Background: an optimization exercise with open tools, aiming at a short achievable clock period and few clock cycles. Do not read the settings as production practice.
In this exercise RTL edits were held to simulation tests only and were not proved equivalent to the original.
Power and IR drop assume default switching activity.

===== design/flow/design.v =====
module lm15_lge (
    input  wire        clk,
    input  wire        rst,
    input  wire        cmd_valid,
    input  wire [87:0] cmd_word,
    output wire        busy,
    output reg         ill,
    output reg         lcd_ce,       
    output reg         lcd_rs,       
    output reg         tx_valid,
    output reg  [7:0]  tx_data,
    input  wire        tx_ready,
    output reg         mem_re,
    output reg  [1:0]  mem_space,    
    output reg  [15:0] mem_addr,
    input  wire [15:0] mem_rdata
);
    localparam [3:0] IL_TAG_YS_LO = 4'h4;
    localparam [3:0] IL_TAG_YS_HI = 4'h5;
    localparam [3:0] IL_TAG_YE_LO = 4'h6;
    localparam [3:0] IL_TAG_YE_HI = 4'h7;
    localparam [3:0] IL_TAG_MODE  = 4'h8;
    localparam [1:0] SP_FONT = 2'd0, SP_TEXT = 2'd1, SP_PIXB = 2'd2, SP_PIXT = 2'd3;
    reg        busy_r;
    reg        idle_r;                 
    reg        start;                  
    reg [7:0]  op, a, b, c, d;
    reg [15:0] fg, bg;
    reg [15:0] ptr;                    
    assign busy = busy_r;
    wire take = cmd_valid & idle_r;
    wire [7:0] cop = cmd_word[87:80];
    wire early_op = (cop == 8'h01) | (cop == 8'h02) | (cop == 8'h03) | (cop == 8'h04) |
                    (cop == 8'h05) | (cop == 8'h06) | (cop == 8'h10) | (cop == 8'h11) |
                    (cop == 8'h12) | (cop == 8'h13) | (cop == 8'h14) | (cop == 8'h15) |
                    (cop == 8'h16);
    wire early = take & early_op;
    wire [7:0] byte0 = {5'b11110, (cop == 8'h02) | (cop == 8'h06), 1'b0, (cop == 8'h06)};
    reg        swp, aeqc, beqd, vmin;            
    wire [7:0] cw_a = cmd_word[79:72], cw_b = cmd_word[71:64];
    wire [7:0] cw_c = cmd_word[63:56], cw_d = cmd_word[55:48];
    always @(posedge clk) begin
        if (idle_r) begin
            swp  <= (cw_a > cw_c);
            aeqc <= (cw_a == cw_c);
            beqd <= (cw_b == cw_d);
            vmin <= (cw_b > cw_d);
            op  <= cmd_word[87:80];
            a   <= cmd_word[79:72];
            b   <= cmd_word[71:64];
            c   <= cmd_word[63:56];
            d   <= cmd_word[55:48];
            fg  <= cmd_word[47:32];
            bg  <= cmd_word[31:16];
        end
    end
    reg        pv;                     
    reg [7:0]  px0, py0, px1, py1;     
    reg [8:0]  pw, ph;                 
    reg        pdata;                  
    reg        pmem;                   
    reg        pglyph;                 
    reg        dv;                     
    reg        dfree;                  
    reg [79:0] dbytes;                 
    reg [8:0]  drem;                   
    reg        ddata, dzero, dmem, dglyph;
    reg [8:0]  dw, dh;
    wire       gen_load;               
    wire       win_shift;              
    wire       win_last;               
    localparam [4:0]
        PR_IDLE  = 5'd0,
        PR_DEC   = 5'd1,
        PR_DEC2  = 5'd2,               
        PR_L2    = 5'd3,               
        PR_L3    = 5'd4,               
        PR_B1    = 5'd5,               
        PR_B2    = 5'd6,               
        PR_B3    = 5'd7,               
        PR_B4    = 5'd8,               
        PR_R1    = 5'd9,
        PR_R2    = 5'd10,
        PR_R3    = 5'd11,
        PR_TRD   = 5'd12,              
        PR_TW1   = 5'd13,
        PR_TCH   = 5'd14,              
        PR_TCH2  = 5'd15,              
        PR_TRW   = 5'd16,              
        PR_TW2   = 5'd17,
        PR_TWW   = 5'd18,
        PR_TCOL  = 5'd19,              
        PR_TW3   = 5'd20,
        PR_TBITS = 5'd21,
        PR_TMB   = 5'd22,              
        PR_TNXT  = 5'd23,              
        PR_TSP   = 5'd24;              
    reg [4:0]  pst;
    reg        prod_busy;
    reg [7:0]  lx, ly, lx2, ly2, ldx, ldy;
    reg        lsy;                    
    reg        lbres;                  
    reg signed [10:0] lerr;
    reg        lstx, lsty;
    reg [10:0] sgt;                    
    reg [10:0] sgb;                    
    reg [7:0]  sgw, scol, sbits;
    reg        mbv;
    reg [7:0]  mb;
    wire       mb_take;                
    reg        mb_put;                 
    reg [7:0]  mb_val;
    reg        f_on;
    reg [1:0]  f_space;
    reg        s_re;
    reg [1:0]  s_space;
    reg [15:0] s_addr;
    always @(*) begin
        s_re = 1'b0; s_space = SP_FONT; s_addr = {5'b0, sgb};
        case (pst)
            PR_DEC:  begin s_re = (op == 8'h20); s_space = SP_TEXT; s_addr = ptr; end
            PR_TRD:  begin s_re = 1'b1; s_space = SP_TEXT; s_addr = ptr; end
            PR_TRW:  s_re = 1'b1;
            PR_TCOL: s_re = (scol != sgw);
            default: ;
        endcase
    end
    wire [7:0] il_ye = a + b - 8'd1;
    wire [7:0] ac1   = a + c - 8'd1;
    wire [7:0] bd1   = b + d - 8'd1;
    wire       nysel = aeqc ? vmin : swp;
    wire [7:0] n_x   = swp ? c : a;
    wire [7:0] n_x2  = swp ? a : c;
    wire [7:0] n_y   = nysel ? d : b;
    wire [7:0] n_y2  = nysel ? b : d;
    wire [8:0] ldy_s = {1'b0, ly2} - {1'b0, ly};
    wire [8:0] ldy_n = {1'b0, ly} - {1'b0, ly2};
    wire signed [10:0] sdx = $signed({3'b0, ldx});
    wire signed [10:0] sdy = $signed({3'b0, ldy});
    wire [10:0] gb6 = {sgt[8:0], 2'b00} + {sgt[9:0], 1'b0};
    wire        s_nul = (sgt == 11'h7E0);               
    task set_p;
        input [7:0] x0, y0, x1, y1;
        input [8:0] w, h;
        input       dat, mem, gly;
        begin
            pv <= 1'b1;
            px0 <= x0; py0 <= y0; px1 <= x1; py1 <= y1;
            pw <= w; ph <= h;
            pdata <= dat; pmem <= mem; pglyph <= gly;
        end
    endtask
    reg        e_go;                   
    reg [55:0] e_bytes;                
    reg [8:0]  e_rem;
    reg        e_data, e_zero;
    reg [8:0]  e_w, e_h;
    reg [7:0]  e_byte1, e_byte2;
    reg        e_short1, e_short2;     
    wire [7:0] ex0   = ((op == 8'h11) & swp) ? c : ((op == 8'h14) ? 8'd0 : a);
    wire [6:0] xs3   = ex0[6:0] + 7'd3;                
    wire [2:0] xs1   = ex0[2:0] + 3'd3;
    reg  [7:0] e2b;                                    
    wire [7:0] ex1   = lbres ? lx : lx2;
    wire [7:0] ey1   = lbres ? ly : ly2;
    wire [6:0] ex3   = ex1[6:0] + 7'd3;
    wire [7:0] exe   = {ex3, 1'b1};                     
    wire [8:0] lw    = {1'b0, lx2 - lx} + 9'd1;
    wire [8:0] lh    = {1'b0, ly2 - ly} + 9'd1;
    always @(*) begin
        e_byte1  = {4'h0, xs1, 1'b0};
        e_byte2  = {4'h1, xs3[6:3]};
        e_short1 = 1'b0;
        e_short2 = 1'b0;
        case (op)
            8'h02: begin e_byte1 = {4'hB, a[7:4]}; e_byte2 = {4'hA, a[3:0]}; e_short2 = 1'b1; end
            8'h03: begin e_byte1 = {7'b1000_000, a[0]}; e_short1 = 1'b1; end
            8'h04: begin e_byte1 = a[0] ? 8'h99 : 8'h91; e_short1 = 1'b1; end
            8'h05: begin e_byte1 = {IL_TAG_YS_LO, a[3:0]}; e_byte2 = {IL_TAG_YS_HI, a[7:4]};
                         e_short2 = 1'b1; end
            8'h06: begin e_byte1 = {IL_TAG_YS_LO, a[3:0]}; e_byte2 = {IL_TAG_YS_HI, a[7:4]}; end
            default: ;
        endcase
    end
    always @(*) begin
        e_go    = (pst == PR_DEC2);
        e_rem   = 9'h03F;
        e_bytes = {4'h2, ly[3:0], 4'h3, ly[7:4], 8'hF5,
                   4'h0, exe[3:0], 4'h1, exe[7:4], 4'h2, ey1[3:0], 4'h3, ey1[7:4]};
        e_w = {1'b0, c}; e_h = {1'b0, d};
        e_data = 1'b1; e_zero = 1'b0;
        case (op)
            8'h01: e_data = 1'b0;
            8'h06: begin
                e_data  = 1'b0;
                e_rem   = 9'h00F;
                e_bytes = {8'hF5, IL_TAG_YE_LO, il_ye[3:0], IL_TAG_YE_HI, il_ye[7:4],
                           8'hF5, IL_TAG_MODE, 2'b00, c[1:0], 16'h0000};
            end
            8'h10: begin e_w = 9'd1; e_h = 9'd1; end
            8'h11: begin e_w = lbres ? 9'd1 : lw; e_h = lbres ? 9'd1 : lh; end
            8'h13: begin e_h = 9'd1; e_zero = (c == 8'd0); end
            8'h14: begin e_w = 9'd101; e_h = 9'd80; end
            default: e_zero = (c == 8'd0) | (d == 8'd0);
        endcase
    end
    always @(posedge clk) begin
        begin
            if (idle_r) f_on <= 1'b0;
            case (pst)
                PR_IDLE: if (take) begin
                    pst       <= PR_DEC;
                    prod_busy <= 1'b1;
                end
                PR_DEC: begin
                    lx <= a; ly <= b; lx2 <= ac1; ly2 <= bd1;
                    lbres <= (op == 8'h11) & ~aeqc & ~beqd;
                    e2b   <= e_byte2;
                    ldx <= ac1; ldy <= bd1;               
                    case (op)
                        8'h02, 8'h03, 8'h04, 8'h05: begin
                                     pst <= PR_IDLE; prod_busy <= 1'b0; end
                        8'h01, 8'h06, 8'h12: pst <= PR_DEC2;
                        8'h10: begin lx2 <= a; ly2 <= b; pst <= PR_DEC2; end
                        8'h11: begin
                            lx <= n_x; lx2 <= n_x2; ly <= n_y; ly2 <= n_y2;
                            pst <= PR_DEC2;
                        end
                        8'h13: begin ly2 <= b; pst <= PR_DEC2; end
                        8'h14: begin lx <= 8'd0; ly <= 8'd0; lx2 <= 8'd100; ly2 <= 8'd79;
                                     pst <= PR_DEC2; end
                        8'h15, 8'h16: begin
                            f_on <= 1'b1;
                            pst <= PR_DEC2;
                        end
                        8'h20: begin
                            lx <= a; ly2 <= b + 8'd7;
                            pst <= PR_TW1;
                        end
                        default: begin
                            ill <= 1'b1;
                            pst <= PR_IDLE; prod_busy <= 1'b0;
                        end
                    endcase
                end
                PR_DEC2: begin
                    if (op == 8'h13) pst <= PR_R1;
                    else if (op == 8'h11 && lbres) pst <= PR_L2;
                    else begin pst <= PR_IDLE; prod_busy <= 1'b0; end
                end
                PR_L2: begin
                    ldx <= lx2 - lx;
                    lsy <= ldy_s[8];
                    ldy <= ldy_s[8] ? ldy_n[7:0] : ldy_s[7:0];
                    pst <= PR_L3;
                end
                PR_L3: begin
                    lerr <= (ldx > ldy) ? $signed({4'b0, ldx[7:1]}) : -$signed({4'b0, ldy[7:1]});
                    pst <= PR_B1;
                end
                PR_B1: begin
                    lstx <= (lerr > -sdx);
                    lsty <= (lerr < sdy);
                    pst <= PR_B2;
                end
                PR_B2: begin
                    if (lstx) begin lerr <= lerr - sdy; lx <= lx + 8'd1; end
                    pst <= PR_B3;
                end
                PR_B3: begin
                    if (lsty) begin lerr <= lerr + sdx; ly <= lsy ? (ly - 8'd1) : (ly + 8'd1); end
                    pst <= PR_B4;
                end
                PR_B4: if (!pv) begin
                    set_p(lx, ly, lx, ly, 9'd1, 9'd1, 1'b1, 1'b0, 1'b0);
                    if (lx == lx2 && ly == ly2) begin pst <= PR_IDLE; prod_busy <= 1'b0; end
                    else pst <= PR_B1;
                end
                PR_R1: if (!pv) begin
                    set_p(a, ldy, ldx, ldy, {1'b0, c}, 9'd1, 1'b1, 1'b0, 1'b0);
                    pst <= PR_R2;
                end
                PR_R2: if (!pv) begin
                    set_p(a, b, a, ldy, 9'd1, {1'b0, d}, 1'b1, 1'b0, 1'b0);
                    pst <= PR_R3;
                end
                PR_R3: if (!pv) begin
                    set_p(ldx, b, ldx, ldy, 9'd1, {1'b0, d}, 1'b1, 1'b0, 1'b0);
                    pst <= PR_IDLE; prod_busy <= 1'b0;
                end
                PR_TRD: pst <= PR_TW1;
                PR_TW1: pst <= PR_TCH;
                PR_TCH: begin
                    sgt <= {3'b000, mem_rdata[7:0]} - 11'd32;
                    pst <= PR_TCH2;
                end
                PR_TCH2: begin
                    if (s_nul) begin pst <= PR_IDLE; prod_busy <= 1'b0; end
                    else if (!pv) begin
                        set_p(lx, b, lx, ly2, 9'd1, 9'd8, 1'b1, 1'b0, 1'b1);
                        lx  <= lx + 8'd1;
                        sgb <= gb6;
                        pst <= PR_TRW;
                    end
                end
                PR_TRW: begin
                    sgb <= sgb + 11'd1;
                    pst <= PR_TW2;
                end
                PR_TW2: pst <= PR_TWW;
                PR_TWW: begin sgw <= mem_rdata[7:0]; scol <= 8'd0; pst <= PR_TCOL; end
                PR_TCOL: begin
                    if (scol != sgw) begin
                        sgb <= sgb + 11'd1;
                        scol <= scol + 8'd1;
                        pst <= PR_TW3;
                    end else pst <= PR_TSP;
                end
                PR_TW3: pst <= PR_TBITS;
                PR_TBITS: begin sbits <= mem_rdata[7:0]; pst <= PR_TMB; end
                PR_TMB: if (!mbv) pst <= PR_TNXT;
                PR_TNXT: if (!pv) begin
                    set_p(lx, b, lx, ly2, 9'd1, 9'd8, 1'b1, 1'b0, 1'b1);
                    lx  <= lx + 8'd1;
                    pst <= PR_TCOL;
                end
                PR_TSP: if (!mbv) pst <= PR_TRD;
                default: pst <= PR_IDLE;
            endcase
            if (pv && dfree) pv <= 1'b0;
        end
        if (rst) begin
            pst       <= PR_IDLE;
            prod_busy <= 1'b0;
            pv        <= 1'b0;
            ill       <= 1'b0;
            f_on      <= 1'b0;
        end
    end
    always @(*) begin
        mb_put = 1'b0;
        mb_val = sbits;
        if (pst == PR_TMB && !mbv) mb_put = 1'b1;
        if (pst == PR_TSP && !mbv) begin mb_put = 1'b1; mb_val = 8'h00; end
    end
    always @(posedge clk) begin
        if (mb_put) begin mbv <= 1'b1; mb <= mb_val; end
        else if (mb_take) mbv <= 1'b0;
        if (rst) mbv <= 1'b0;
    end
    wire [7:0] xs = {px0[6:0] + 7'd3, 1'b0};      
    wire [7:0] xe = {px1[6:0] + 7'd3, 1'b1};      
    always @(posedge clk) begin
        begin
            if (gen_load) dv <= 1'b0;
            if (win_shift) begin
                dbytes <= {dbytes[71:0], 8'h00};
                drem   <= {1'b0, drem[8:1]};
                if (win_last) dfree <= 1'b1;
            end
            if (e_go) begin
                dfree  <= 1'b0;
                dbytes <= {e_bytes, 24'h000000};
                drem   <= e_rem;
                ddata  <= e_data;
                dzero  <= e_zero;
                dw     <= e_w;
                dh     <= e_h;
                dmem   <= (op == 8'h15) | (op == 8'h16);
                dglyph <= 1'b0;
            end else if (dfree && pv) begin
                dv     <= 1'b1;
                dfree  <= 1'b0;
                dbytes <= {8'hF0, 4'h0, xs[3:0], 4'h1, xs[7:4], 4'h2, py0[3:0], 4'h3, py0[7:4],
                           8'hF5, 4'h0, xe[3:0], 4'h1, xe[7:4], 4'h2, py1[3:0], 4'h3, py1[7:4]};
                drem   <= 9'h1FF;
                ddata  <= pdata;
                dzero  <= (pw == 9'd0) | (ph == 9'd0);
                dw     <= pw;
                dh     <= ph;
                dmem   <= pmem;
                dglyph <= pglyph;
            end
        end
        if (rst) begin
            dv    <= 1'b0;
            dfree <= 1'b1;
        end
    end
    reg [15:0] fq0, fq1, fq2, fq3;
    reg [1:0]  fwp, frp;
    reg [2:0]  fcnt;
    reg        rd_pend;                
    reg        f_iss;                  
    wire       fpop;
    reg [15:0] fhead;
    always @(*) begin
        case (frp)
            2'd0: fhead = fq0;
            2'd1: fhead = fq1;
            2'd2: fhead = fq2;
            default: fhead = fq3;
        endcase
    end
    wire [2:0] fcred = fcnt + {2'b0, rd_pend} + {2'b0, f_iss};
    wire       f_go  = f_on & ~idle_r & (fcred < 3'd4);
    always @(posedge clk) begin
        begin
            if (rd_pend) case (fwp)
                2'd0: fq0 <= mem_rdata;
                2'd1: fq1 <= mem_rdata;
                2'd2: fq2 <= mem_rdata;
                default: fq3 <= mem_rdata;
            endcase
            if (idle_r) begin
                fwp <= 2'd0; frp <= 2'd0; fcnt <= 3'd0;
                rd_pend <= 1'b0;
            end else begin
                rd_pend <= f_iss;
                if (rd_pend) fwp <= fwp + 2'd1;
                if (fpop) frp <= frp + 2'd1;
                fcnt <= fcnt + {2'b0, rd_pend} - {2'b0, fpop};
            end
            if (pst == PR_DEC) f_space <= op[0] ? SP_PIXB : SP_PIXT;
            f_iss <= f_go;
            if (f_go) begin
                mem_re <= 1'b1; mem_space <= f_space; mem_addr <= ptr;
            end else begin
                mem_re <= s_re; mem_space <= s_space; mem_addr <= s_addr;
            end
        end
        if (rst) begin
            fwp <= 2'd0; frp <= 2'd0; fcnt <= 3'd0;
            rd_pend <= 1'b0; f_iss <= 1'b0;
            mem_re <= 1'b0;
        end
    end
    always @(posedge clk) begin
        if (idle_r) ptr <= cmd_word[15:0];
        else if (f_go || (pst == PR_TCH2 && !s_nul && !pv)) ptr <= ptr + 16'd1;
    end
    reg        g_idle, g_e1, g_e2, g_win, g_gap1, g_data, g_ce1, g_gap2;
    reg        g_zero, g_mem, g_gly;
    reg [8:0]  g_w, g_cols, g_rows;
    reg [7:0]  g_bits;
    reg [15:0] pc;
    reg        hilo, lastp, col1;
    reg        s_full;
    reg        s_ce, s_rs, s_txv, s_last;
    reg [7:0]  s_byte;
    wire gen_rdy = ~s_full;
    wire fin     = ~prod_busy & ~pv & ~dv;       
    wire g_wait  = g_gap1 & g_gly & ~mbv;        
    wire g_start = g_idle & dv;                  
    reg        gv, b_ce, b_rs, b_txv, b_last;
    reg [7:0]  b_byte;
    always @(*) begin
        gv = 1'b0; b_ce = 1'b0; b_rs = 1'b1; b_txv = 1'b0; b_last = 1'b0;
        b_byte = hilo ? pc[7:0] : pc[15:8];
        if (g_win | g_start) begin gv = 1'b1; b_ce = 1'b1; b_rs = 1'b0; b_txv = 1'b1; b_byte = dbytes[79:72]; end
        if (g_e1)    begin gv = 1'b1; b_ce = 1'b1; b_rs = 1'b0; b_txv = 1'b1; b_byte = e_byte1; end
        if (g_e2)    begin gv = 1'b1; b_ce = 1'b1; b_rs = 1'b0; b_txv = 1'b1; b_byte = e2b; end
        if (g_gap1)  begin gv = ~g_wait; end
        if (g_data)  begin gv = 1'b1; b_ce = 1'b1; b_txv = 1'b1; end
        if (g_ce1)   begin gv = 1'b1; b_ce = 1'b1; end
        if (g_gap2)  begin gv = 1'b1; b_last = fin; end
        if (g_idle & ~idle_r & ~start & fin) begin gv = 1'b1; b_last = 1'b1; end
    end
    wire gstep = gen_rdy & ~g_wait;
    assign gen_load  = gstep & dv & (g_idle | g_gap2);
    assign win_shift = gstep & (g_win | g_start);
    assign win_last  = ~drem[0];
    assign mb_take   = gstep & g_gap1 & g_gly;
    wire        cbit   = g_gap1 ? mb[7] : g_bits[7];
    wire [15:0] ncolor = g_mem ? fhead : ((g_gly & ~cbit) ? bg : fg);
    wire pair_next = (g_gap1 & ~g_zero) | (g_data & hilo & ~lastp);
    assign fpop = gstep & pair_next & g_mem;
    always @(posedge clk) begin
        if (gstep) begin
            if (gen_load) begin
                g_idle <= 1'b0; g_win <= 1'b1; g_gap2 <= 1'b0;
            end else if (g_gap2) begin
                g_gap2 <= 1'b0; g_idle <= 1'b1;
            end
            if (g_e1) begin
                g_e1 <= 1'b0;
                if (e_short1) g_gap2 <= 1'b1; else g_e2 <= 1'b1;
            end
            if (g_e2) begin
                g_e2 <= 1'b0;
                if (e_short2) g_gap2 <= 1'b1; else g_win <= 1'b1;
            end
            if (g_win & win_last) begin
                g_win <= 1'b0;
                if (ddata) g_gap1 <= 1'b1; else g_gap2 <= 1'b1;
                g_zero <= dzero; g_mem <= dmem; g_gly <= dglyph;
                g_w <= dw; g_cols <= dw; g_rows <= dh;
            end
            if (g_gap1) begin
                g_gap1 <= 1'b0;
                hilo   <= 1'b0;
                if (g_zero) g_ce1 <= 1'b1; else g_data <= 1'b1;
                g_bits <= {mb[6:0], 1'b0};
            end
            if (g_ce1) begin g_ce1 <= 1'b0; g_gap2 <= 1'b1; end
            if (g_data) begin
                hilo <= ~hilo;
                if (!hilo) begin
                    lastp <= (g_cols == 9'd1) & (g_rows == 9'd1);
                    col1  <= (g_cols == 9'd1);
                end else if (lastp) begin
                    g_data <= 1'b0; g_gap2 <= 1'b1;
                end else begin
                    if (col1) begin g_cols <= g_w; g_rows <= g_rows - 9'd1; end
                    else g_cols <= g_cols - 9'd1;
                end
                if (hilo) g_bits <= {g_bits[6:0], 1'b0};
            end
            if (pair_next) pc <= ncolor;
        end
        if (early) begin g_idle <= 1'b0; g_e1 <= 1'b1; end
        if (rst) begin
            g_idle <= 1'b1; g_e1 <= 1'b0; g_e2 <= 1'b0; g_win <= 1'b0; g_gap1 <= 1'b0; g_data <= 1'b0;
            g_ce1 <= 1'b0; g_gap2 <= 1'b0;
        end
    end
    wire o_adv = ~tx_valid | tx_ready;
    always @(posedge clk) begin
        begin
            start <= take;
            if (take) begin busy_r <= 1'b1; idle_r <= 1'b0; end
            if (o_adv) begin
                if (s_full) begin
                    lcd_ce <= s_ce; lcd_rs <= s_rs; tx_valid <= s_txv; tx_data <= s_byte;
                    s_full <= 1'b0;
                    if (s_last) begin busy_r <= 1'b0; idle_r <= 1'b1; end
                end else if (gv) begin
                    lcd_ce <= b_ce; lcd_rs <= b_rs; tx_valid <= b_txv; tx_data <= b_byte;
                    if (b_last) begin busy_r <= 1'b0; idle_r <= 1'b1; end
                end else begin
                    tx_valid <= 1'b0;
                end
            end else if (gv & ~s_full) begin
                s_full <= 1'b1;
            end
            if (~s_full) begin
                s_ce <= b_ce; s_rs <= b_rs; s_txv <= b_txv; s_byte <= b_byte; s_last <= b_last;
            end
            if (early) begin
                lcd_ce <= 1'b1; lcd_rs <= 1'b0; tx_valid <= 1'b1; tx_data <= byte0;
            end
        end
        if (rst) begin
            lcd_ce <= 1'b0; lcd_rs <= 1'b1; tx_valid <= 1'b0; tx_data <= 8'h00;
            s_full <= 1'b0;
            busy_r <= 1'b0;
            idle_r <= 1'b1;
            start  <= 1'b0;
        end
    end
endmodule

===== design/flow/flow/run.sh =====
#!/bin/bash
# Standard layout, with the setup repair steps aiming at extra slack so that
# the resizer works on every path rather than only failing ones.
set -euo pipefail
bash standard.sh SETUP_SLACK_MARGIN=7 finish > flow_make.log 2>&1

===== design/flow/standard.sh =====
#!/bin/bash
# synth_recipe.tcl (not shown) runs the flow's synth.tcl, then flattens the netlist and writes it again
# the make line also repeats each setting of config.mk as NAME=value (left out here)
make -C /OpenROAD-flow-scripts/flow DESIGN_CONFIG=/design/flow/config.mk WORK_HOME=/design/flow/orfs CLKGATE_MAP_FILE= SYNTH_SCRIPT=/design/flow/synth_recipe.tcl "${@:-finish}"

===== design/flow/config.mk =====
export PLATFORM = sky130hd
export DESIGN_NAME = lm15_lge
export DESIGN_NICKNAME = lm15_lge
export VERILOG_FILES = /design/flow/design.v
export SDC_FILE = /design/flow/constraint.sdc
export NUM_CORES = 4
export LEC_CHECK = 0
export CAP_MARGIN = 20
export CORE_MARGIN = 2
export CORE_UTILIZATION = 40
export SLEW_MARGIN = 20

===== design/flow/constraint.sdc =====
create_clock -name core_clock -period 10.0 [get_ports {clk}]
set_input_delay 2.0000 -clock core_clock [delete_from_list [all_inputs] [get_ports {clk}]]
set_output_delay 2.0000 -clock core_clock [all_outputs]
set_load 0.01 [all_outputs]

==> results of run 1 <==
## cells in the mapped netlist, drive strengths merged, types with 10 or more instances
cell / n
a21oi: 189
nand2: 268
a21o: 27
a222oi: 22
o21a: 19
mux2: 30
nand2b: 24
nor2: 262
buf: 18
a22oi: 39
nor2b: 33
inv: 205
a211oi: 49
nor3: 56
and2: 30
edfxtp: 479
and3: 21
a221oi: 36
fa: 10
ha: 159
xnor2: 90
clkbuf: 105
nand3: 61
xor2: 69
mux2i: 62
dfxtp: 81
o21ai: 174
a221o: 13
nand4: 19
or2: 19
o211ai: 10
nor4: 29
o21bai: 15
a31oi: 18
## final cells by class
class / count / area [µm²]
multi-input cells: 1966 / 13600
clock buffers: 79 / 1690
well taps: 969 / 1210
repair buffers: 230 / 2120
fillers: 6732 / 38700
inverters: 205 / 795
repair inverters: 1 / 5.00
clock inverters: 37 / 528
flip-flops and latches: 560 / 16100
## registers in the layout, indices dropped and copies added, names as in the netlist, 11 cells and up
| signal | count |
|---|---|
| bg | 16 |
| dbytes | 69 |
| fg | 16 |
| fq0 | 16 |
| fq1 | 16 |
| fq2 | 16 |
| fq3 | 16 |
| lerr | 11 |
| mem_addr | 16 |
| pc | 16 |
| ptr | 16 |
| sgb | 11 |
## metrics by stage
step | hold slack [ns] | cells | instance area [µm²] | power, W
floorplan | 0.400 | 2854 | 30400 | 0.00541
global placement | 0.409 | 3865 | 32700 | 0.00649
detailed placement | 0.411 | 3865 | 32700 | 0.00655
CTS | 0.425 | 4017 | 35400 | 0.00913
global route | 0.437 | 4047 | 36000 | 0.00971
finish | 0.427 | 4047 | 36000 | 0.00927
## power by group through the flow
stage	combinational, W	clock, W	sequential [W]
5_1_grt	0.00356	0.00259	0.00356
2_1_floorplan	0.00206	0	0.00335
3_3_place_gp	0.00290	0	0.00359
6_report	0.00328	0.00246	0.00353
3_5_place_dp	0.00296	0	0.00359
4_1_cts	0.00311	0.00250	0.00352
## path summary, 6_finish.rpt
kind / from / to / slack, ns / cells after the start
worst max-delay path: tx_valid / tx_valid / 6.88 / 1
worst min-delay path: dglyph / g_gly / 0.43 / 0
worst max register to register: op[5] / lx2[1] / 7.02 / 5
worst min register to register: dglyph / g_gly / 0.43 / 0
## kinds of logic (layout without fill, tap and decap cells)
kind of cell    count (synthesis)  in the layout  share of synthesized area
buf+inv                       328            552                     0.0419
flops                         560            560                      0.529
compound gates                684            684                      0.147
xor+xnor                      159            159                     0.0460
simple gates                  862            862                      0.133
mux                            92             92                     0.0317
fa+ha+maj                     169            169                     0.0723
## repair_timing
action | 4_1_cts | 5_1_grt
gates cloned | 1 | 0
resized for setup | 263 | 90
pin swaps | 18 | 24
endpoints found under the setup margin | 312 | 199
setup buffers | 35 | 29
## worst reg2reg max path: cells and delay by family (launching register included)
family                 cells  cell delay, ns
AO/OA/AOI/OAI              2            1.04
buffers and inverters      1            0.12
AND/OR/NAND/NOR            2            1.04
flip-flops                 1            0.52
## routing by layer
metal  global-route usage  routed length (µm)
met1                0.326               41000
met2                0.388               44600
met3               0.0385                6720
met4               0.0678                2590
met5                    0                   0
==> flow_summary.json, run 1 <==
{
  "status": "complete, no violations",
  "async_reset_ff_frac": 0,
  "dp_hpwl_um": 70100,
  "intPower_w": 0.00588,
  "grt_pass1_vias": 22600,
  "ys_seq_area_frac": 0.529,
  "final_antenna_net_count": 0,
  "h-tree-depth": 2,
  "routed_wl_um": 94900,
  "combPwrFrac": 0.354,
  "setup_viol": 0,
  "ys_types": 83,
  "p_clk_frac": 0.266,
  "fp.coreArea_um2": 74700,
  "hp-class": "flip-flop to flip-flop",
  "drv_slew": 0,
  "cp_max_fo": 2,
  "fin_crit_ns": 3.12,
  "clock-sinks": 560,
  "syn_avg_cell_area_um2": 10.6,
  "clock.fmax_mhz": 320,
  "synth_edf_count": 479,
  "nets": 3302,
  "cts_hold_repair.buffers": 0,
  "post_drt_wl_per_cell_um": 23.5,
  "grt_start_max_net_pins": 62,
  "worst-path-buf-inv": 1,
  "yosysWarnings": 1,
  "skew_ns": 0.0558,
  "die_x_um": 279,
  "place.gp.congestion": 0.981,
  "ys_ff_latch": 560,
  "finalCoreUtilization": 0.482,
  "rsz0062_at_grt": "yes",
  "num_rows": 100,
  "start_kind": "flip-flop",
  "power.switching_w": 0.00339,
  "drc_errors": 0,
  "hold_violations": 0,
  "gr-total-overflow": 0,
  "via_per_inst": 5.79,
  "sw_frac_of_total": 0.366,
  "grt_use_total": 0.238,
  "final_common_cell": "edfxtp_1",
  "critPathSlowestCell": "dfxtp_4",
  "cts-buffers-inserted": 61,
  "cap_violations": 0,
  "die_h_um": 279,
  "dr.pass1.iters": 6,
  "cellLeakagePower_nw": 13.7,
  "endpoint_kind": "output pin",
  "cts.path.max_buffers": 3,
  "synth_top_area_frac": 0.475,
  "final_cell_mix": "edfxtp_1 (479), nand2_1 (266), nor2_1 (248)",
  "io_pins": 140,
  "vdd_drop_max_mv": 0.155,
  "syn-instance-count": 2854,
  "worstPathRequired_ns": 8.00,
  "crit_type": "flip-flop to output pin",
  "yosys-top-cells-area": "edfxtp_1 (48%), ha_1 (6.6%), dfxtp_1 (5.4%), nand2_1 (3.3%), nor2_1 (3.2%)",
  "pre_cts_slack_ns": 5.45,
  "ctsRootBufferMaster": "clkbuf_16",
  "crit_chain": "buf_6",
  "relSlewSlack": 0.284,
  "die_area_um2": 77900,
  "critPathMaxStageDelay_ns": 0.36,
  "grt_first_pass_wirelength_um": 141000,
  "finalCritPeriodShare": 0.312,
  "cts_tree": "yes",
  "final_layout_size_suffix_gt1_frac": 0.140,
  "initial_utilization": 0.405,
  "p_per_area_nw_per_um2": 258,
  "placement.io_buffers": 139,
  "drt_iter0_markers": 2336,
  "antenna_found_initial": 1,
  "vias": 23400,
  "n_antenna_cell": 0,
  "cp.arrival_ns": 1.12,
  "syn-cell-area_um2": 30300,
  "synth_top_cell_by_area": "edfxtp_1",
  "worstMarginPinSlew_ns": 1.07,
  "ys.flop_type": "edfxtp_1",
  "syn2layout_area_growth_pct": 18.9,
  "setup_ws_ns": 6.88,
  "clkTransAtPathRegs_ns": 0.06,
  "clock_latency_ns": 0.67,
  "cp_top_family": "flip-flops",
  "setup_tns_ns": 0,
  "seq_power_share": 0.381,
  "synth_fp_nets": 3131
}
Testbench counts, summed over its fixed seeds: cycles 213,719.
==> run 2, diff against run 1 <==
--- a/design/flow/design.v
+++ b/design/flow/design.v
@@ -37,2 +37,3 @@
     wire early = take & early_op;
+    wire stake = take & (cop == 8'h20);            
     wire [7:0] byte0 = {5'b11110, (cop == 8'h02) | (cop == 8'h06), 1'b0, (cop == 8'h06)};
@@ -88,2 +89,3 @@
         PR_TCH2  = 5'd15,              
+        PR_TGB   = 5'd25,              
         PR_TRW   = 5'd16,              
@@ -107,2 +109,6 @@
     reg [7:0]  sgw, scol, sbits;
+    reg        sfirst;                 
+    wire       s_ch0   = (mem_rdata[7:0] == 8'h00);
+    wire       s_at1   = (pst == PR_TCH) & sfirst;
+    wire       s_early = s_at1 & ~s_ch0;        
     reg        mbv;
@@ -120,3 +126,2 @@
         case (pst)
-            PR_DEC:  begin s_re = (op == 8'h20); s_space = SP_TEXT; s_addr = ptr; end
             PR_TRD:  begin s_re = 1'b1; s_space = SP_TEXT; s_addr = ptr; end
@@ -237,3 +242,4 @@
                             lx <= a; ly2 <= b + 8'd7;
-                            pst <= PR_TW1;
+                            sfirst <= 1'b1;
+                            pst <= PR_TCH;
                         end
@@ -294,3 +300,13 @@
                     sgt <= {3'b000, mem_rdata[7:0]} - 11'd32;
-                    pst <= PR_TCH2;
+                    sfirst <= 1'b0;
+                    if (!sfirst) pst <= PR_TCH2;
+                    else if (s_ch0) begin pst <= PR_IDLE; prod_busy <= 1'b0; end
+                    else begin
+                        lx  <= lx + 8'd1;
+                        pst <= PR_TGB;
+                    end
+                end
+                PR_TGB: begin
+                    sgb <= gb6;
+                    pst <= PR_TRW;
                 end
@@ -350,2 +366,5 @@
     end
+    wire [6:0] slx3 = lx[6:0] + 7'd3;
+    wire [7:0] sxs  = {slx3, 1'b0};                
+    wire [7:0] sxe  = {slx3, 1'b1};
     wire [7:0] xs = {px0[6:0] + 7'd3, 1'b0};      
@@ -360,3 +379,15 @@
             end
-            if (e_go) begin
+            if (s_at1) begin
+                dfree  <= s_ch0;
+                dbytes <= {4'h0, sxs[3:0], 4'h1, sxs[7:4], 4'h2, b[3:0], 4'h3, b[7:4],
+                           8'hF5, 4'h0, sxe[3:0], 4'h1, sxe[7:4], 4'h2, ly2[3:0], 4'h3, ly2[7:4],
+                           8'h00};
+                drem   <= 9'h0FF;
+                ddata  <= 1'b1;
+                dzero  <= 1'b0;
+                dw     <= 9'd1;
+                dh     <= 9'd8;
+                dmem   <= 1'b0;
+                dglyph <= 1'b1;
+            end else if (e_go) begin
                 dfree  <= 1'b0;
@@ -425,3 +456,5 @@
             f_iss <= f_go;
-            if (f_go) begin
+            if (stake) begin
+                mem_re <= 1'b1; mem_space <= SP_TEXT; mem_addr <= cmd_word[15:0];
+            end else if (f_go) begin
                 mem_re <= 1'b1; mem_space <= f_space; mem_addr <= ptr;
@@ -439,3 +472,3 @@
         if (idle_r) ptr <= cmd_word[15:0];
-        else if (f_go || (pst == PR_TCH2 && !s_nul && !pv)) ptr <= ptr + 16'd1;
+        else if (f_go || (pst == PR_TCH2 && !s_nul && !pv) || s_early) ptr <= ptr + 16'd1;
     end
@@ -521,2 +554,3 @@
         if (early) begin g_idle <= 1'b0; g_e1 <= 1'b1; end
+        if (s_early) begin g_idle <= 1'b0; g_win <= 1'b1; end
         if (rst) begin
@@ -551,2 +585,5 @@
             end
+            if (s_early) begin
+                lcd_ce <= 1'b1; lcd_rs <= 1'b0; tx_valid <= 1'b1; tx_data <= 8'hF0;
+            end
         end
==> run 2 against run 1 <==
  * Still clean on timing, DRC and antenna
  * Global-route usage is 0.46 points higher
  * Via count is 8.1% higher
  * Flip-flop and latch count rose by 1
  * Core utilization down 0.18 points
  * Combinational power grew about 30%
  * Synthesized cell count grew 9.4%
  * Hold slack improved by 0.0026 ns
  * Clock power hardly changed
  * Clock skew is 0.0051 ns lower
  * Wire length rose by 5.3%
==> flow_summary.json, run 2 <==
{
  "status": "complete, no violations",
  "synth_edf_count": 428,
  "fp.coreArea_um2": 77300,
  "clock.fmax_mhz": 320,
  "setup_viol": 0,
  "start_kind": "flip-flop",
  "initial_utilization": 0.403,
  "vias": 25300,
  "cts.path.max_buffers": 3,
  "worst-path-buf-inv": 1,
  "min_from": "dmem",
  "critPathSlowestCell": "dfxtp_4",
  "drc_errors": 0,
  "dp_hpwl_um": 72500,
  "via_per_inst": 5.78,
  "nets": 3566,
  "final_layout_size_suffix_gt1_frac": 0.139,
  "relSlewSlack": 0.315,
  "grt_first_pass_wirelength_um": 150000,
  "rr_worst_depth": 9,
  "worstMarginPinSlew_ns": 1.01,
  "min_to": "g_mem",
  "r2r-start": "ly[6]",
  "syn2layout_area_growth_pct": 19.0,
  "endpoint_kind": "output pin",
  "synth_top_area_frac": 0.412,
  "ys_top_cells_by_count": "edfxtp_1 (428), nand2_1 (355), nor2_1 (262), a21oi_1 (230), o21ai_0 (200)",
  "cap_violations": 0,
  "cp_top_family": "flip-flops",
  "routed_wl_um": 100000,
  "ys.flop_type": "edfxtp_1",
  "hold_violations": 0,
  "crit_chain": "buf_6",
  "clock-sinks": 561,
  "die_h_um": 283,
  "cellLeakagePower_nw": 14.3,
  "ys_types": 91,
  "grt_start_max_net_pins": 69,
  "rsz0062_at_grt": "yes",
  "yosys-top-cells-area": "edfxtp_1 (41%), dfxtp_1 (8.5%), ha_1 (6.4%), nand2_1 (4.3%), a21oi_1 (3.7%)",
  "die_area_um2": 80200,
  "final_common_cell": "edfxtp_1",
  "worst_r2r_endpoint": "dh[7]",
  "crit_type": "flip-flop to output pin",
  "dr.pass1.iters": 6,
  "skew_ns": 0.0507,
  "num_rows": 102,
  "cp_max_fo": 2,
  "clock_latency_ns": 0.66,
  "fin_crit_ns": 3.12,
  "worstPathRequired_ns": 8.00,
  "rrSetupSlack_ns": 7.01,
  "cp.arrival_ns": 1.12,
  "yosysWarnings": 1,
  "yosysMostFrequentCell": "edfxtp_1",
  "vdd_drop_max_mv": 0.192,
  "largest_register_ffs": 70,
  "critPathMaxStageDelay_ns": 0.36,
  "regMostFlops": "dbytes",
  "drt_iter0_markers": 2973,
  "grt_use_total": 0.242,
  "ys_ff_latch": 561,
  "finalCoreUtilization": 0.480,
  "syn-instance-count": 3123,
  "ys_seq_area_frac": 0.498,
  "gr-total-overflow": 0,
  "clkTransAtPathRegs_ns": 0.06,
  "cts_tree": "yes",
  "placement.io_buffers": 139,
  "async_reset_ff_frac": 0,
  "post_drt_wl_per_cell_um": 22.8,
  "die_x_um": 283,
  "final_antenna_net_count": 0,
  "hp-class": "flip-flop to flip-flop",
  "min_path_cells": 0,
  "place.gp.congestion": 0.967,
  "p_per_area_nw_per_um2": 285,
  "ctsRootBufferMaster": "clkbuf_16",
  "synth_fp_nets": 3401,
  "final_cell_mix": "edfxtp_1 (428), nand2_1 (344), nor2_1 (254)",
  "finalCritPeriodShare": 0.312,
  "io_pins": 140,
  "h-tree-depth": 2,
  "syn_avg_cell_area_um2": 9.98,
  "synth_top_cell_by_area": "edfxtp_1",
  "cts-buffers-inserted": 61,
  "drv_slew": 0,
  "syn-cell-area_um2": 31200,
  "setup_tns_ns": 0,
  "antenna_found_initial": 2,
  "grt_pass1_vias": 23800
}
run 2: kinds of logic (layout without fill, tap and decap cells):
group,after synthesis,count (layout),share of synthesized area
fa+ha+maj,170,170,0.0706
mux,95,95,0.0314
other cells,0,1,0
simple gates,995,996,0.149
xor+xnor,161,161,0.0452
compound gates,796,796,0.164
flops,561,561,0.498
buf+inv,345,562,0.0428
run 2: worst max path at each step:
stage / start / to / cells after the start
after floorplan: mem_rdata[6] / ptr[0] / 5
after global placement: mem_rdata[6] / ptr[8] / 6
after detailed placement: mem_rdata[6] / ptr[13] / 6
after CTS: lcd_ce / lcd_ce / 1
after global routing: lcd_ce / lcd_ce / 1
final: lcd_ce / lcd_ce / 1
run 2: area by class of cell:
cell class	instances	area, µm²
Timing Repair Buffer	254	2290
Antenna cell	1	2.50
Clock buffer	80	1730
Clock inverter	36	507
Fill cell	7242	40200
Inverter	192	753
Sequential cell	561	15600
Multi-Input combinational cell	2218	15000
Tap cell	1040	1300
run 2: per-layer routing:
layer  track usage  up-vias  share of wire
li1              -    11800              -
met1         0.347    12200           0.44
met2         0.371     1176           0.44
met3        0.0374      216          0.086
met4        0.0877        2          0.038
met5             0        -        0.00012
run 2: where the power goes:
| group | switching, W | total, W | leakage [nW] | internal [W] |
|---|---|---|---|---|
| Combinational | 0.00256 | 0.00426 | 8.02 | 0.00170 |
| Clock | 0.000986 | 0.00247 | 1.07 | 0.00148 |
| Sequential | 0.000548 | 0.00385 | 5.17 | 0.00330 |
run 2: stage by stage:
stage                     worst slack (ns)  instances  cell area [µm²]  hold slack, ns  power, W
after global placement                5.38       4194            33700           0.416   0.00771
after detailed placement              5.35       4194            33700           0.422   0.00773
after global routing                  6.84       4381            37100           0.439    0.0111
final                                 6.88       4382            37100           0.429    0.0106
after floorplan                       6.60       3123            31300           0.408   0.00640
after CTS                             6.83       4352            36700           0.430    0.0104
run 2: repair_timing:
item,in CTS,in global routing
setup endpoints to repair,304,209
setup buffers,41,29
endpoints found under the hold margin,0,0
hold buffers,0,0
cloned,1,0
gates resized for setup,274,106
pin swaps,17,22
run 2: worst reg2reg max path: cells and delay by family (launching register included):
family                   cells  cell delay (ns)
AO/OA/AOI/OAI                4             0.86
XOR/XNOR                     2             0.65
adder cells (fa/ha/maj)      1             0.46
buffers and inverters        2             0.32
flip-flops                   1             0.55
Testbench counts of run 2, summed over its fixed seeds: cycles 213,075.
==> run 3, diff against run 2 <==
--- a/design/flow/design.v
+++ b/design/flow/design.v
@@ -57,8 +57,2 @@
     end
-    reg        pv;                     
-    reg [7:0]  px0, py0, px1, py1;     
-    reg [8:0]  pw, ph;                 
-    reg        pdata;                  
-    reg        pmem;                   
-    reg        pglyph;                 
     reg        dv;                     
@@ -110,2 +104,3 @@
     reg        sfirst;                 
+    reg        sz_r;                   
     wire       s_ch0   = (mem_rdata[7:0] == 8'h00);
@@ -146,13 +141,23 @@
     wire        s_nul = (sgt == 11'h7E0);               
-    task set_p;
-        input [7:0] x0, y0, x1, y1;
-        input [8:0] w, h;
-        input       dat, mem, gly;
-        begin
-            pv <= 1'b1;
-            px0 <= x0; py0 <= y0; px1 <= x1; py1 <= y1;
-            pw <= w; ph <= h;
-            pdata <= dat; pmem <= mem; pglyph <= gly;
-        end
-    endtask
+    reg        q_go;
+    reg [7:0]  q_x0, q_y0, q_x1, q_y1;
+    reg [8:0]  q_w, q_h;
+    reg        q_gly;
+    always @(*) begin
+        q_go = 1'b0;
+        q_x0 = lx; q_y0 = b; q_x1 = lx; q_y1 = ly2;
+        q_w = 9'd1; q_h = 9'd8; q_gly = 1'b1;
+        case (pst)
+            PR_B4:  begin q_go = dfree; q_y0 = ly; q_y1 = ly; q_h = 9'd1; q_gly = 1'b0; end
+            PR_R1:  begin q_go = dfree; q_x0 = a; q_y0 = ldy; q_x1 = ldx; q_y1 = ldy;
+                          q_w = {1'b0, c}; q_h = 9'd1; q_gly = 1'b0; end
+            PR_R2:  begin q_go = dfree; q_x0 = a; q_x1 = a; q_y1 = ldy;
+                          q_h = {1'b0, d}; q_gly = 1'b0; end
+            PR_R3:  begin q_go = dfree; q_x0 = ldx; q_x1 = ldx; q_y1 = ldy;
+                          q_h = {1'b0, d}; q_gly = 1'b0; end
+            PR_TCH2: q_go = dfree & ~s_nul;
+            PR_TNXT: q_go = dfree;
+            default: ;
+        endcase
+    end
     reg        e_go;                   
@@ -279,4 +284,3 @@
                 end
-                PR_B4: if (!pv) begin
-                    set_p(lx, ly, lx, ly, 9'd1, 9'd1, 1'b1, 1'b0, 1'b0);
+                PR_B4: if (dfree) begin
                     if (lx == lx2 && ly == ly2) begin pst <= PR_IDLE; prod_busy <= 1'b0; end
@@ -284,12 +288,9 @@
                 end
-                PR_R1: if (!pv) begin
-                    set_p(a, ldy, ldx, ldy, {1'b0, c}, 9'd1, 1'b1, 1'b0, 1'b0);
+                PR_R1: if (dfree) begin
                     pst <= PR_R2;
                 end
-                PR_R2: if (!pv) begin
-                    set_p(a, b, a, ldy, 9'd1, {1'b0, d}, 1'b1, 1'b0, 1'b0);
+                PR_R2: if (dfree) begin
                     pst <= PR_R3;
                 end
-                PR_R3: if (!pv) begin
-                    set_p(ldx, b, ldx, ldy, 9'd1, {1'b0, d}, 1'b1, 1'b0, 1'b0);
+                PR_R3: if (dfree) begin
                     pst <= PR_IDLE; prod_busy <= 1'b0;
@@ -299,19 +300,18 @@
                 PR_TCH: begin
-                    sgt <= {3'b000, mem_rdata[7:0]} - 11'd32;
+                    sgt    <= {3'b000, mem_rdata[7:0]} - 11'd32;
+                    sz_r   <= s_ch0;
                     sfirst <= 1'b0;
-                    if (!sfirst) pst <= PR_TCH2;
-                    else if (s_ch0) begin pst <= PR_IDLE; prod_busy <= 1'b0; end
+                    pst    <= sfirst ? PR_TGB : PR_TCH2;
+                end
+                PR_TGB: begin
+                    if (sz_r) begin pst <= PR_IDLE; prod_busy <= 1'b0; end
                     else begin
                         lx  <= lx + 8'd1;
-                        pst <= PR_TGB;
+                        sgb <= gb6;
+                        pst <= PR_TRW;
                     end
                 end
-                PR_TGB: begin
-                    sgb <= gb6;
-                    pst <= PR_TRW;
-                end
                 PR_TCH2: begin
                     if (s_nul) begin pst <= PR_IDLE; prod_busy <= 1'b0; end
-                    else if (!pv) begin
-                        set_p(lx, b, lx, ly2, 9'd1, 9'd8, 1'b1, 1'b0, 1'b1);
+                    else if (dfree) begin
                         lx  <= lx + 8'd1;
@@ -337,4 +337,3 @@
                 PR_TMB: if (!mbv) pst <= PR_TNXT;
-                PR_TNXT: if (!pv) begin
-                    set_p(lx, b, lx, ly2, 9'd1, 9'd8, 1'b1, 1'b0, 1'b1);
+                PR_TNXT: if (dfree) begin
                     lx  <= lx + 8'd1;
@@ -345,3 +344,2 @@
             endcase
-            if (pv && dfree) pv <= 1'b0;
         end
@@ -350,3 +348,2 @@
             prod_busy <= 1'b0;
-            pv        <= 1'b0;
             ill       <= 1'b0;
@@ -369,4 +366,4 @@
     wire [7:0] sxe  = {slx3, 1'b1};
-    wire [7:0] xs = {px0[6:0] + 7'd3, 1'b0};      
-    wire [7:0] xe = {px1[6:0] + 7'd3, 1'b1};      
+    wire [7:0] xs = {q_x0[6:0] + 7'd3, 1'b0};     
+    wire [7:0] xe = {q_x1[6:0] + 7'd3, 1'b1};     
     always @(posedge clk) begin
@@ -401,14 +398,14 @@
                 dglyph <= 1'b0;
-            end else if (dfree && pv) begin
+            end else if (q_go) begin
                 dv     <= 1'b1;
                 dfree  <= 1'b0;
-                dbytes <= {8'hF0, 4'h0, xs[3:0], 4'h1, xs[7:4], 4'h2, py0[3:0], 4'h3, py0[7:4],
-                           8'hF5, 4'h0, xe[3:0], 4'h1, xe[7:4], 4'h2, py1[3:0], 4'h3, py1[7:4]};
+                dbytes <= {8'hF0, 4'h0, xs[3:0], 4'h1, xs[7:4], 4'h2, q_y0[3:0], 4'h3, q_y0[7:4],
+                           8'hF5, 4'h0, xe[3:0], 4'h1, xe[7:4], 4'h2, q_y1[3:0], 4'h3, q_y1[7:4]};
                 drem   <= 9'h1FF;
-                ddata  <= pdata;
-                dzero  <= (pw == 9'd0) | (ph == 9'd0);
-                dw     <= pw;
-                dh     <= ph;
-                dmem   <= pmem;
-                dglyph <= pglyph;
+                ddata  <= 1'b1;
+                dzero  <= (q_w == 9'd0) | (q_h == 9'd0);
+                dw     <= q_w;
+                dh     <= q_h;
+                dmem   <= 1'b0;
+                dglyph <= q_gly;
             end
@@ -420,3 +417,3 @@
     end
-    reg [15:0] fq0, fq1, fq2, fq3;
+    reg [15:0] fq0, fq1, fq2;
     reg [1:0]  fwp, frp;
@@ -431,4 +428,3 @@
             2'd1: fhead = fq1;
-            2'd2: fhead = fq2;
-            default: fhead = fq3;
+            default: fhead = fq2;
         endcase
@@ -436,3 +432,3 @@
     wire [2:0] fcred = fcnt + {2'b0, rd_pend} + {2'b0, f_iss};
-    wire       f_go  = f_on & ~idle_r & (fcred < 3'd4);
+    wire       f_go  = f_on & ~idle_r & (fcred < 3'd3);
     always @(posedge clk) begin
@@ -442,4 +438,3 @@
                 2'd1: fq1 <= mem_rdata;
-                2'd2: fq2 <= mem_rdata;
-                default: fq3 <= mem_rdata;
+                default: fq2 <= mem_rdata;
             endcase
@@ -450,4 +445,4 @@
                 rd_pend <= f_iss;
-                if (rd_pend) fwp <= fwp + 2'd1;
-                if (fpop) frp <= frp + 2'd1;
+                if (rd_pend) fwp <= (fwp == 2'd2) ? 2'd0 : fwp + 2'd1;
+                if (fpop) frp <= (frp == 2'd2) ? 2'd0 : frp + 2'd1;
                 fcnt <= fcnt + {2'b0, rd_pend} - {2'b0, fpop};
@@ -472,3 +467,3 @@
         if (idle_r) ptr <= cmd_word[15:0];
-        else if (f_go || (pst == PR_TCH2 && !s_nul && !pv) || s_early) ptr <= ptr + 16'd1;
+        else if (f_go || (pst == PR_TCH2 && !s_nul && dfree) || (pst == PR_TGB && !sz_r)) ptr <= ptr + 16'd1;
     end
@@ -484,3 +479,3 @@
     wire gen_rdy = ~s_full;
-    wire fin     = ~prod_busy & ~pv & ~dv;       
+    wire fin     = ~prod_busy & ~dv;             
     wire g_wait  = g_gap1 & g_gly & ~mbv;        
==> run 3 against run 2 <==
  * Critical path type unchanged
  * Hold slack worse by 0.0027 ns
  * Flip-flop and latch count is 65 lower
  * Wire length is 3.5% lower
  * Power is 12% lower
  * Non-clock buffer count is 13 higher
  * Still clean
  * Largest cell class is now multi-input gates
  * Largest power group unchanged
  * Count of clock-buffer cells in the layout is 3 lower
  * Global-route usage is 1.1 points higher
==> flow_summary.json, run 3 <==
{
  "status": "complete, no violations",
  "async_reset_ff_frac": 0,
  "nets": 3395,
  "cts.path.max_buffers": 3,
  "drt_iter0_markers": 2865,
  "via_per_inst": 5.85,
  "synth_top_area_frac": 0.381,
  "min_to": "dbytes[28]",
  "post_drt_wl_per_cell_um": 23.4,
  "rrSetupSlack_ns": 6.98,
  "skew_ns": 0.0755,
  "final_cell_mix": "edfxtp_1 (364), nand2_1 (286), nor2_1 (246)",
  "critPathMaxStageDelay_ns": 0.37,
  "seq_power_share": 0.355,
  "worstMarginPinSlew_ns": 1.13,
  "synth_xor_area_frac": 0.0500,
  "dr.pass1.iters": 6,
  "grt_first_pass_wirelength_um": 144000,
  "synth-compound-area-share": 0.168,
  "syn-instance-count": 2947,
  "dp_hpwl_um": 68800,
  "rr_worst_depth": 7,
  "cp_max_fo": 2,
  "vias": 24100,
  "cellLeakagePower_nw": 13.2,
  "power.switching_w": 0.00375,
  "num_rows": 98,
  "die_x_um": 272,
  "largest_register_ffs": 70,
  "ctsRootBufferMaster": "clkbuf_16",
  "syn2layout_area_growth_pct": 19.0,
  "worst_r2r_endpoint": "lstx",
  "regMostFlops": "dbytes",
  "setup_ws_ns": 6.87,
  "fp.coreArea_um2": 71200,
  "crit_chain": "buf_6",
  "die_area_um2": 74000,
  "vdd_drop_max_mv": 0.165,
  "clkTransAtPathRegs_ns": 0.07,
  "sw_frac_of_total": 0.402,
  "relSlewSlack": 0.241,
  "crit_type": "flip-flop to output pin",
  "clock.fmax_mhz": 319,
  "yosys-top-cells-area": "edfxtp_1 (38%), dfxtp_1 (9.2%), ha_1 (6.7%), mux2i_1 (4.1%), nand2_1 (3.8%)",
  "die_h_um": 272,
  "ys_ff_latch": 496,
  "setup_viol": 0,
  "rsz0062_at_grt": "yes",
  "hp-class": "flip-flop to flip-flop",
  "antenna_found_initial": 1,
  "clock_latency_ns": 0.65,
  "synthMuxAreaShare": 0.0431,
  "placement.io_buffers": 139,
  "endpoint_kind": "output pin",
  "synth_top_family_by_area": "compound AO/OA/AOI/OAI gates",
  "final_common_cell": "edfxtp_1",
  "cts_tree": "yes",
  "ys_seq_area_frac": 0.473,
  "final_layout_size_suffix_gt1_frac": 0.134,
  "syn_avg_cell_area_um2": 9.75,
  "routed_wl_um": 96500,
  "drc_errors": 0,
  "pre_cts_slack_ns": 5.69,
  "grt_use_total": 0.253,
  "cts_hold_repair.buffers": 0,
  "cts-buffers-inserted": 57,
  "worst-path-buf-inv": 1,
  "min_path_cells": 2,
  "worstPathRequired_ns": 8.00,
  "finalCritPeriodShare": 0.313,
  "start_kind": "flip-flop",
  "grt_start_max_net_pins": 67,
  "initial_utilization": 0.403,
  "grt_pass1_vias": 23100,
  "drv_slew": 0,
  "ys_top_cells_by_count": "edfxtp_1 (364), nand2_1 (292), nor2_1 (254), o21ai_0 (208), inv_1 (188)",
  "synth_simple_gate_area_frac": 0.145,
  "p_per_area_nw_per_um2": 273,
  "gr-total-overflow": 0,
  "n_antenna_cell": 0,
  "synthAdderAreaFrac": 0.0740,
  "min_from": "dbytes[20]",
  "final_antenna_net_count": 0,
  "r2r-start": "ldx[5]",
  "yosysMostFrequentCell": "edfxtp_1",
  "ys_types": 93,
  "intPower_w": 0.00557,
  "synth_top_cell_by_area": "edfxtp_1",
  "hold_violations": 0,
  "cp.arrival_ns": 1.13,
  "combPwrFrac": 0.417,
  "cp_top_family": "flip-flops",
  "critPathSlowestCell": "dfxtp_4",
  "synth_fp_nets": 3219,
  "setup_tns_ns": 0,
  "syn-cell-area_um2": 28700,
  "fin_crit_ns": 3.13,
  "place.gp.congestion": 0.969,
  "ys.flop_type": "edfxtp_1",
  "p_clk_frac": 0.228,
  "yosysWarnings": 1,
  "fin_hold_ws_ns": 0.427,
  "clock-sinks": 496,
  "cap_violations": 0,
  "h-tree-depth": 2,
  "synth_edf_count": 364,
  "io_pins": 140
}
## run 3: changes by cell type in the layout (fill, tap and decap cells not counted), sizes merged, moves of 17 or more
cell,change
a21oi,-55
a221o,-19
and2,-19
and3,-18
edfxtp,-64
mux2,-17
mux2i,+45
nand2,-63
nor3,-24
o21ai,+37
## run 3: worst register-to-register path: stages, from the launching register on
cell and delay (ns):
edfxtp_1 0.53, or4_4 0.61, or4_4 0.44, xnor2_1 0.14, ha_1 0.31, a21o_1 0.19
a211o_1 0.28, o21a_1 0.20
## run 3: kinds of logic after synthesis
logic type | Yosys count
compound gates | 767
xor+xnor | 164
fa+ha+maj | 164
buf+inv | 345
flops | 496
mux | 123
simple gates | 888
## run 3: power groups by stage
stage          clock network (W)  registers (W)  logic [W]
6_report                 0.00213        0.00331    0.00389
5_1_grt                  0.00224        0.00334    0.00421
4_1_cts                  0.00215        0.00330    0.00365
3_5_place_dp                   0        0.00339    0.00343
3_3_place_gp                   0        0.00338    0.00335
2_1_floorplan                  0        0.00311    0.00248
## run 3: what timing repair did
item / 4_1_cts / 5_1_grt
pin swaps: 13 / 21
cloned: 2 / 0
gates resized for setup: 266 / 79
buffers inserted: 50 / 36
endpoints found under the setup margin: 261 / 166
## run 3: area by class of cell
type | instances | area (µm²)
Clock buffer | 77 | 1610
Clock inverter | 31 | 283
Fill cell | 6497 | 37000
Inverter | 193 | 753
Multi-Input combinational cell | 2107 | 14400
Sequential cell | 496 | 13600
Tap cell | 950 | 1190
Timing Repair Buffer | 267 | 2360
Timing Repair inverter | 1 | 5.00
## run 3: metrics by stage
stage               power [W]  area [µm²]  instances   util
finish                0.00932       34200       4122  0.480
global route          0.00979       34200       4122  0.480
CTS                   0.00910       33600       4083  0.472
global placement      0.00673       31100       3922  0.437
floorplan             0.00559       28800       2947      -
detailed placement    0.00682       31100       3923  0.437
## run 3: per-layer routing
metal  track usage  up-vias  wire, µm
met4        0.0934        2      3950
met3        0.0513      244      8470
met5             0        -         9
met1         0.345    11700     40700
met2         0.398     1094     43300
li1              -    11100         -
## run 3: worst max path at each step
stage | from | endpoint | slack [ns] | cells after the start
5_1_grt | ill | ill | 6.84 | 1
4_1_cts | ill | ill | 6.84 | 1
3_5_place_dp | mem_rdata[0] | tx_data[5] | 5.69 | 8
6_report | ill | ill | 6.87 | 1
2_1_floorplan | cmd_word[65] | vmin | 6.72 | 8
3_3_place_gp | mem_rdata[0] | tx_data[5] | 5.79 | 8
Testbench counts of run 3, summed over its fixed seeds: cycles 213,075.
==> run 4, diff against run 3 <==
--- a/design/flow/config.mk
+++ b/design/flow/config.mk
@@ -9,3 +9,4 @@
 export CORE_MARGIN = 2
-export CORE_UTILIZATION = 40
+export CORE_UTILIZATION = 70
+export PLACE_DENSITY = 0.85
 export SLEW_MARGIN = 20
==> run 4 against run 3 <==
  * Highest routed layer unchanged
  * Sequential power hardly changed
  * Still clean on timing, DRC and antenna
  * Design area is 1.8% lower
  * Core utilization is 35 points higher
  * Critical path depth is 7 higher
  * First-iteration DRC count is 63% higher
  * Hold slack better by 0.013 ns
  * Combinational power is 3% higher
==> flow_summary.json, run 4 <==
{
  "final_antenna_net_count": 0,
  "drt_iter0_markers": 4656,
  "setup_tns_ns": 0,
  "syn-instance-count": 2947,
  "cts-buffers-inserted": 50,
  "num_rows": 74,
  "rsz0062_at_grt": "yes",
  "cts.path.max_buffers": 3,
  "hp-class": "flip-flop to flip-flop",
  "vdd_drop_max_mv": 0.167,
  "grt_use_total": 0.451,
  "cp_max_fo": 9,
  "gr-total-overflow": 0,
  "cap_violations": 0,
  "die_h_um": 207,
  "die_area_um2": 42700,
  "placement.io_buffers": 139,
  "drc_errors": 0,
  "placed_cells": 3503,
  "finalCritPeriodShare": 0.320,
  "h-tree-depth": 2,
  "fin_crit_ns": 3.20,
  "dp_hpwl_um": 66500,
  "min_from": "dmem",
  "finalCoreUtilization": 0.826,
  "p_per_area_nw_per_um2": 278,
  "crit_type": "flip-flop to flip-flop",
  "cts_hold_repair.buffers": 0,
  "dpl_cell_area_um2": 30600,
  "io_pins": 140,
  "start_kind": "flip-flop",
  "final_cell_mix": "edfxtp_1 (364), nand2_1 (285), nor2_1 (244)",
  "synth_top_cell_by_area": "edfxtp_1",
  "endpoint_kind": "flip-flop",
  "antenna_found_initial": 3,
  "die_x_um": 207,
  "ys_types": 93,
  "top_layer": "met5",
  "yosysWarnings": 1,
  "largest_register_ffs": 70,
  "drv_slew": 0,
  "synth_edf_count": 364,
  "synth_fp_nets": 3219,
  "r2r-start": "op[1]",
  "cp_top_family": "compound AO/OA/AOI/OAI gates",
  "setup_ws_ns": 6.80,
  "grt_pass1_vias": 24400,
  "synth_top_area_frac": 0.381,
  "final_common_cell": "edfxtp_1",
  "nets": 3387,
  "cts_tree": "yes",
  "clock-sinks": 496,
  "syn2layout_area_growth_pct": 16.9,
  "wl_met3_um": 14300,
  "critPathSlowestCell": "o41ai_1",
  "grt_start_max_net_pins": 78,
  "place.gp.congestion": 1.07,
  "worst-path-buf-inv": 1,
  "cp-startpoint": "op[1]",
  "status": "complete, no violations",
  "clock.fmax_mhz": 312,
  "clkTransAtPathRegs_ns": 0.06,
  "fin_cells": 3690,
  "final_layout_size_suffix_gt1_frac": 0.138,
  "post_drt_wl_per_cell_um": 27.2,
  "clock_latency_ns": 0.62,
  "pre_cts_slack_ns": 5.76,
  "dr.pass1.iters": 19,
  "syn_avg_cell_area_um2": 9.75,
  "postLayoutCellArea_um2": 33600,
  "yosysMostFrequentCell": "edfxtp_1",
  "async_reset_ff_frac": 0,
  "ctsRootBufferMaster": "clkbuf_16",
  "worstPathRequired_ns": 10.33,
  "critPathMaxStageDelay_ns": 0.66,
  "fp.coreArea_um2": 40600,
  "regMostFlops": "dbytes",
  "grt_first_pass_wirelength_um": 144000,
  "cp.arrival_ns": 3.53,
  "initial_utilization": 0.707,
  "met2_length_um": 44900,
  "skew_ns": 0.0196,
  "ys_top_cells_by_count": "edfxtp_1 (364), nand2_1 (292), nor2_1 (254), o21ai_0 (208), inv_1 (188)",
  "cellLeakagePower_nw": 13.2,
  "via_per_inst": 7.08,
  "worstMarginPinSlew_ns": 1.11,
  "hold_violations": 0,
  "relSlewSlack": 0.259,
  "yosys-top-cells-area": "edfxtp_1 (38%), dfxtp_1 (9.2%), ha_1 (6.7%), mux2i_1 (4.1%), nand2_1 (3.8%)",
  "crit_chain": "buf_4 > nor2b_1 > nand3_2 > o41ai_1 > o21a_1 > nor2_1 > xnor2_1 > o21ai_1",
  "routed_wl_um": 100000,
  "vias": 26100,
  "syn-cell-area_um2": 28700,
  "met1_length_um": 35400,
  "setup_viol": 0,
  "ys.flop_type": "edfxtp_1",
  "ys_seq_area_frac": 0.473,
  "ys_ff_latch": 496
}
## run 4: cell counts after synthesis
Identical to the previous run, type by type.
## run 4: metrics by stage
| stage | hold WS, ns | power (W) |
|---|---|---|
| 2_1_floorplan | 0.409 | 0.00559 |
| 3_3_place_gp | 0.425 | 0.00664 |
| 3_5_place_dp | 0.424 | 0.00678 |
| 4_1_cts | 0.434 | 0.00891 |
| 5_1_grt | 0.459 | 0.00964 |
| 6_report | 0.439 | 0.00933 |
## run 4: layer usage
layer  global-route usage  vias to the layer above
met1                0.603                    12300
met5                    0                        -
met3                0.112                      468
met4                0.201                        4
met2                0.701                     2293
li1                     -                    11000
## run 4: cell type report
type / instances / area [µm²]
repair buffers: 265 / 2310
multi-input cells: 2108 / 14500
well taps: 532 / 666
inverters: 193 / 747
flip-flops and latches: 496 / 13600
repair inverters: 1 / 5.00
diodes: 1 / 2.50
fillers: 2280 / 7060
clock buffers: 72 / 1520
clock inverters: 22 / 241
## run 4: path summary, 6_finish.rpt
path,to,slack (ns),cells after the start
max,e2b[0],6.80,8
min,g_mem,0.44,0
max reg2reg,e2b[0],6.80,8
min reg2reg,g_mem,0.44,0
## run 4: logic make-up (layout without fill, tap and decap cells)
group / after synthesis / after routing / synth area share
AND/OR/NAND/NOR: 888 / 889 / 0.145
AO/OA/AOI/OAI: 767 / 768 / 0.168
flip-flops: 496 / 496 / 0.473
buffers and inverters: 345 / 553 / 0.0468
adder cells (fa/ha/maj): 164 / 164 / 0.0740
XOR/XNOR: 164 / 164 / 0.0500
multiplexers: 123 / 123 / 0.0431
other: 0 / 1 / 0
## run 4: power by group
| part | switching [W] | total (W) | internal (W) |
|---|---|---|---|
| registers | 0.000494 | 0.00334 | 0.00284 |
| clock network | 0.000855 | 0.00200 | 0.00115 |
| logic | 0.00248 | 0.00399 | 0.00151 |
## run 4: worst register-to-register path, cell delays in order, from the launching register on
cell and delay (ns):
edfxtp_1 0.45, buf_4 0.21, nor2b_1 0.41, nand3_2 0.44, o41ai_1 0.66, o21a_1 0.25
nor2_1 0.09, xnor2_1 0.26, o21ai_1 0.16
## run 4: timing repair
action	4_1_cts	5_1_grt
cloned	1	2
endpoints found under the setup margin	267	160
resized for setup	262	115
buffers inserted	42	47
pin swaps	17	35

## port drivers added, routing unchanged
How much do the figures lean on ideal ports? The routed layouts below were timed once more, with nothing changed but the port constraints.
Step 1 (the two cells are an assumption about what drives the block):
set clk [get_ports {clk}]
set_driving_cell -lib_cell sky130_fd_sc_hd__clkbuf_16 $clk
set_driving_cell -lib_cell sky130_fd_sc_hd__buf_2 [delete_from_list [all_inputs] $clk]
Step 2 also shifts input and output timing later by t, the mid clock arrival at the registers, as if the neighbouring blocks saw the same clock.
Three values: ideal ports, drivers, drivers and shift; two values: the first two.
run	t (ns)	setup WS [ns]	worst setup path at the end	worst data-port slew with drivers (ns)	pins driven straight from the clock port
run 1	0.705	6.877 / 6.816 / 6.257	input to register	0.05	1
run 2	0.698	6.876 / 6.810 / 6.347	input to register	0.06	1
run 3	0.675	6.867 / 6.806 / 6.349	input to register	0.08	1
run 4	0.671	6.796 / 6.796 / 6.346	input to register	0.06	1
After both steps setup and hold are still met in every run listed. The setup slack of run 1, which loses most, moves by -0.061 ns with the drivers and by -0.620 ns with both steps.
